From an optimization exercise on the open Yosys and OpenROAD flow, aimed at a short achievable clock period and few clock cycles per item; shortcuts taken in it are not production practice. In this exercise RTL edits were held to simulation tests only and were not proved equivalent to the original. Power is estimated from default activity; no workload was simulated.

## north
Design ppm_core, start of the top module:
module ppm_core (
    input  wire        clk,
    input  wire        rst,
    input  wire        start,
    input  wire        mode,
    input  wire [15:0] len,
    output wire        ready,
    input  wire        in_valid,
    input  wire [7:0]  in_data,
    output wire        in_ready,
    output reg         out_we,
    output reg  [18:0] out_addr,
    output reg  [7:0]  out_data,
    output wire        tbl_clr,
    output wire [11:0] tbl_raddr,
    output wire        tbl_we,
    output wire [11:0] tbl_waddr,
    output wire [7:0]  tbl_wdata,
    input  wire [7:0]  tbl_rdata,
    output wire        done,
    output wire [18:0] out_len,
    output wire [1:0]  stop
);
export LEC_CHECK = 0
export CAP_MARGIN = 20
export CORE_MARGIN = 2
export CORE_UTILIZATION = 35
export PLACE_DENSITY = 0.55
export SLEW_MARGIN = 20
create_clock -name core_clock -period 15.0 [get_ports {clk}]
standard.sh (not shown) runs the stock make flow with config.mk's settings and CLKGATE_MAP_FILE= SYNTH_SCRIPT=/design/flow/synth_recipe.tcl, a recipe that flattens the netlist after the stock synthesis.
==> flow/flow/run.sh <==
#!/bin/bash
# The standard layout, with timing repair asked to leave a larger setup margin
# at the design's own clock period and constraints.
set -euo pipefail
bash standard.sh SETUP_SLACK_MARGIN=11 finish > make_finish.log 2>&1
Testbench counts of north, summed over its fixed seeds: cycles 63,716, bytes 34,146.
--- input diff north..south ---
--- a/flow/design.v
+++ b/flow/design.v
@@ -166,42 +166,20 @@
         16'h0000
     };
     function [63:0] phmul;
         input [3:0] n;
         integer j;
         begin
             for (j = 0; j < 64; j = j + 1)
                 phmul[j] = PHT[16 * j + n];
         end
     endfunction
-    function [63:0] plmul_oh;
-        input [3:0] n;
-        reg   [15:0] oh;
-        integer j, k;
-        begin
-            for (k = 0; k < 16; k = k + 1)
-                oh[k] = (n == k);
-            for (j = 0; j < 64; j = j + 1)
-                plmul_oh[j] = |(oh & PLT[16 * j +: 16]);
-        end
-    endfunction
-    function [63:0] phmul_oh;
-        input [3:0] n;
-        reg   [15:0] oh;
-        integer j, k;
-        begin
-            for (k = 0; k < 16; k = k + 1)
-                oh[k] = (n == k);
-            for (j = 0; j < 64; j = j + 1)
-                phmul_oh[j] = |(oh & PHT[16 * j +: 16]);
-        end
-    endfunction
     function [63:0] ksadd;
         input [63:0] a;
         input [63:0] b;
         reg   [63:0] g, p, gn, pn;
         integer i, d;
         begin
             g = a & b;
             p = a ^ b;
             for (d = 1; d < 64; d = d * 2) begin
                 gn = g; pn = p;
@@ -429,22 +407,22 @@
             d_b    <= rb;
             d_last <= r_last;
             d_end  <= r_end;
             if (mode_r) begin
                 if (d_v) begin
                     out_we   <= 1'b1;
                     out_addr <= o_len;
                     out_data <= d_hit ? tbl_rdata : d_b;
                     o_len    <= o_len1;
                     if (d_hit) begin
-                        pl <= plmul_oh(tbl_rdata[3:0]);
-                        ph <= phmul_oh(tbl_rdata[7:4]);
+                        pl <= plmul(tbl_rdata[3:0]);
+                        ph <= phmul(tbl_rdata[7:4]);
                     end
                 end
                 if ((end_now || ended) && !r_v) begin
                     done_r  <= 1'b1;
                     ready_r <= 1'b1;
                     run     <= 1'b0;
                 end
             end
             e_v    <= d_v && !mode_r;
             e_b    <= d_b;
==> comparison <==
- Post-route minimum period | south above north
- Synthesized-area fraction occupied by ao, oa, aoi and oai cells: lower on south
- Maximum frequency shrinks slightly when moving from north to south.
- Looking only at final hold slack, and setting everything else aside, the lower value of south and north goes to south.
- Comparing south and north, routed length on met3 is higher on north.
- Net count after synthesis of south falls short of that of north by a few percent.
- The routed metal-1 wirelength number comes out higher for north vs south.
- south against north; synthesized area divided by synthesized cell count is up slightly.
- Non-clock buffer count, south and north, higher one = south.
- Final cell count was lower in south than in north.
- Number of nets at the end of the flow (south vs. north) decreases slightly
- The run showing the greater count of clock-buffer cells in the layout is north.
- Cmp south and north / total chip power / lower: north
- Met2 capacity usage during global routing (higher): north
Testbench counts of south, summed over its fixed seeds: cycles 63,716, bytes 34,146.

--- another note on this design; it stands on its own ---

Setup of PW:
## ppm_core
module ppm_core (
    input  wire        clk,
    input  wire        rst,
    input  wire        start,
    input  wire        mode,
    input  wire [15:0] len,
    output wire        ready,
    input  wire        in_valid,
    input  wire [7:0]  in_data,
    output wire        in_ready,
    output reg         out_we,
    output reg  [18:0] out_addr,
    output reg  [7:0]  out_data,
    output wire        tbl_clr,
    output wire [11:0] tbl_raddr,
    output wire        tbl_we,
    output wire [11:0] tbl_waddr,
    output wire [7:0]  tbl_wdata,
    input  wire [7:0]  tbl_rdata,
    output wire        done,
    output wire [18:0] out_len,
    output wire [1:0]  stop
);
    localparam [63:0] MIXER = 64'hFF51AFD7ED558CCD;
    localparam [1:0] STOP_ENC_END = 2'd1;
    localparam [1:0] STOP_NO_CTRL = 2'd2;
    localparam [1:0] STOP_NO_LIT  = 2'd3;
    localparam [1023:0] PLT = {
        16'hfffe,
        16'hfffe,
        16'hfffe,
        16'hfffe,
        16'h0ffe,
        16'hf03e,
        16'h71c6,
        16'hb6da,
        16'h9b6c,
        16'hd25a,
        16'h64cc,
        16'h56aa,
        16'h83e0,
        16'h7318,
        16'h4ad4,
        16'he38e,
        16'h6c92,
        16'ha5a4,
        16'h3332,
        16'h5554,
        16'hfffe,
        16'hfffe,
        16'h1ffe,
        16'he07e,
        16'he38e,
        16'h6c92,
        16'ha5a4,
        16'h3332,
        16'h5554,
        16'hfffe,
        16'hfffe,
  ...
export LEC_CHECK = 0
export CAP_MARGIN = 20
export CORE_MARGIN = 2
export CORE_UTILIZATION = 35
export CTS_CLUSTER_DIAMETER = 90
export CTS_CLUSTER_SIZE = 20
export PLACE_DENSITY = 0.55
export SLEW_MARGIN = 20
create_clock -name core_clock -period 15.0 [get_ports {clk}]
standard.sh (not shown) runs the stock make flow with config.mk's settings and CLKGATE_MAP_FILE= SYNTH_SCRIPT=/design/flow/synth_recipe.tcl, a recipe that flattens the netlist after the stock synthesis.
==> flow/flow/run.sh <==
#!/bin/bash
# The standard layout, with timing repair asked to leave a larger setup margin
# at the design's own clock period and constraints.
set -euo pipefail
bash standard.sh SETUP_SLACK_MARGIN=11 finish > make_finish.log 2>&1
Testbench counts of PW, summed over its fixed seeds: cycles 63,716, bytes 34,146.
Edits applied to the flow inputs when going from PW to TR:
Settings: clearing CTS_CLUSTER_DIAMETER, which used to be 90; swapping 35 for 45 in CORE_UTILIZATION; swapping 0.55 for 0.65 in PLACE_DENSITY; clearing CTS_CLUSTER_SIZE, which used to be 20.
## What came out
TR vs. PW: worst setup slack moved down, register fraction of the total cell area went down by 0.21 points. | normalized max-slew margin | TR vs PW | 3.0 points lower |. On part of the cycle the worst path needs, TR tracks PW almost exactly. The fmax on PW is in line with that on TR. Against PW as the reference, TR delivers a higher global routing met2 resource utilization. Note that the routed length on met1 recorded for TR amounts to 0.913 times the value seen in PW.

==> static timing again, ports no longer ideal <==
No port has a modelled driver above. Below, the same layouts with a new extraction and two added sets of constraints. Step 1 assumes that a clkbuf_16 drives the clock port and a buf_2 every other input. Step 2 also shifts input and output timing later by t, the mid clock arrival at the registers, as if the neighbouring blocks saw the same clock. a / b / c = ideal / step 1 / step 2; a / b = the first two.
| run | t (ns) | setup slack, ns | worst setup path at the end | cell pins on the clock port's net |
|---|---|---|---|---|
| north | 0.710 | 10.864 / 10.797 / 10.223 | input to register | 1 |
| south | 0.708 | 10.784 / 10.725 / 10.018 | input to register | 1 |
| PW | 0.692 | 10.768 / 10.720 / 10.028 | input to register | 1 |
| TR | 0.690 | 10.762 / 10.786 / 10.096 | input to register | 1 |
After both steps setup and hold are still met in every run listed. For south, which loses most, drivers alone change the setup slack by -0.059 ns; drivers and shift together by -0.766 ns.
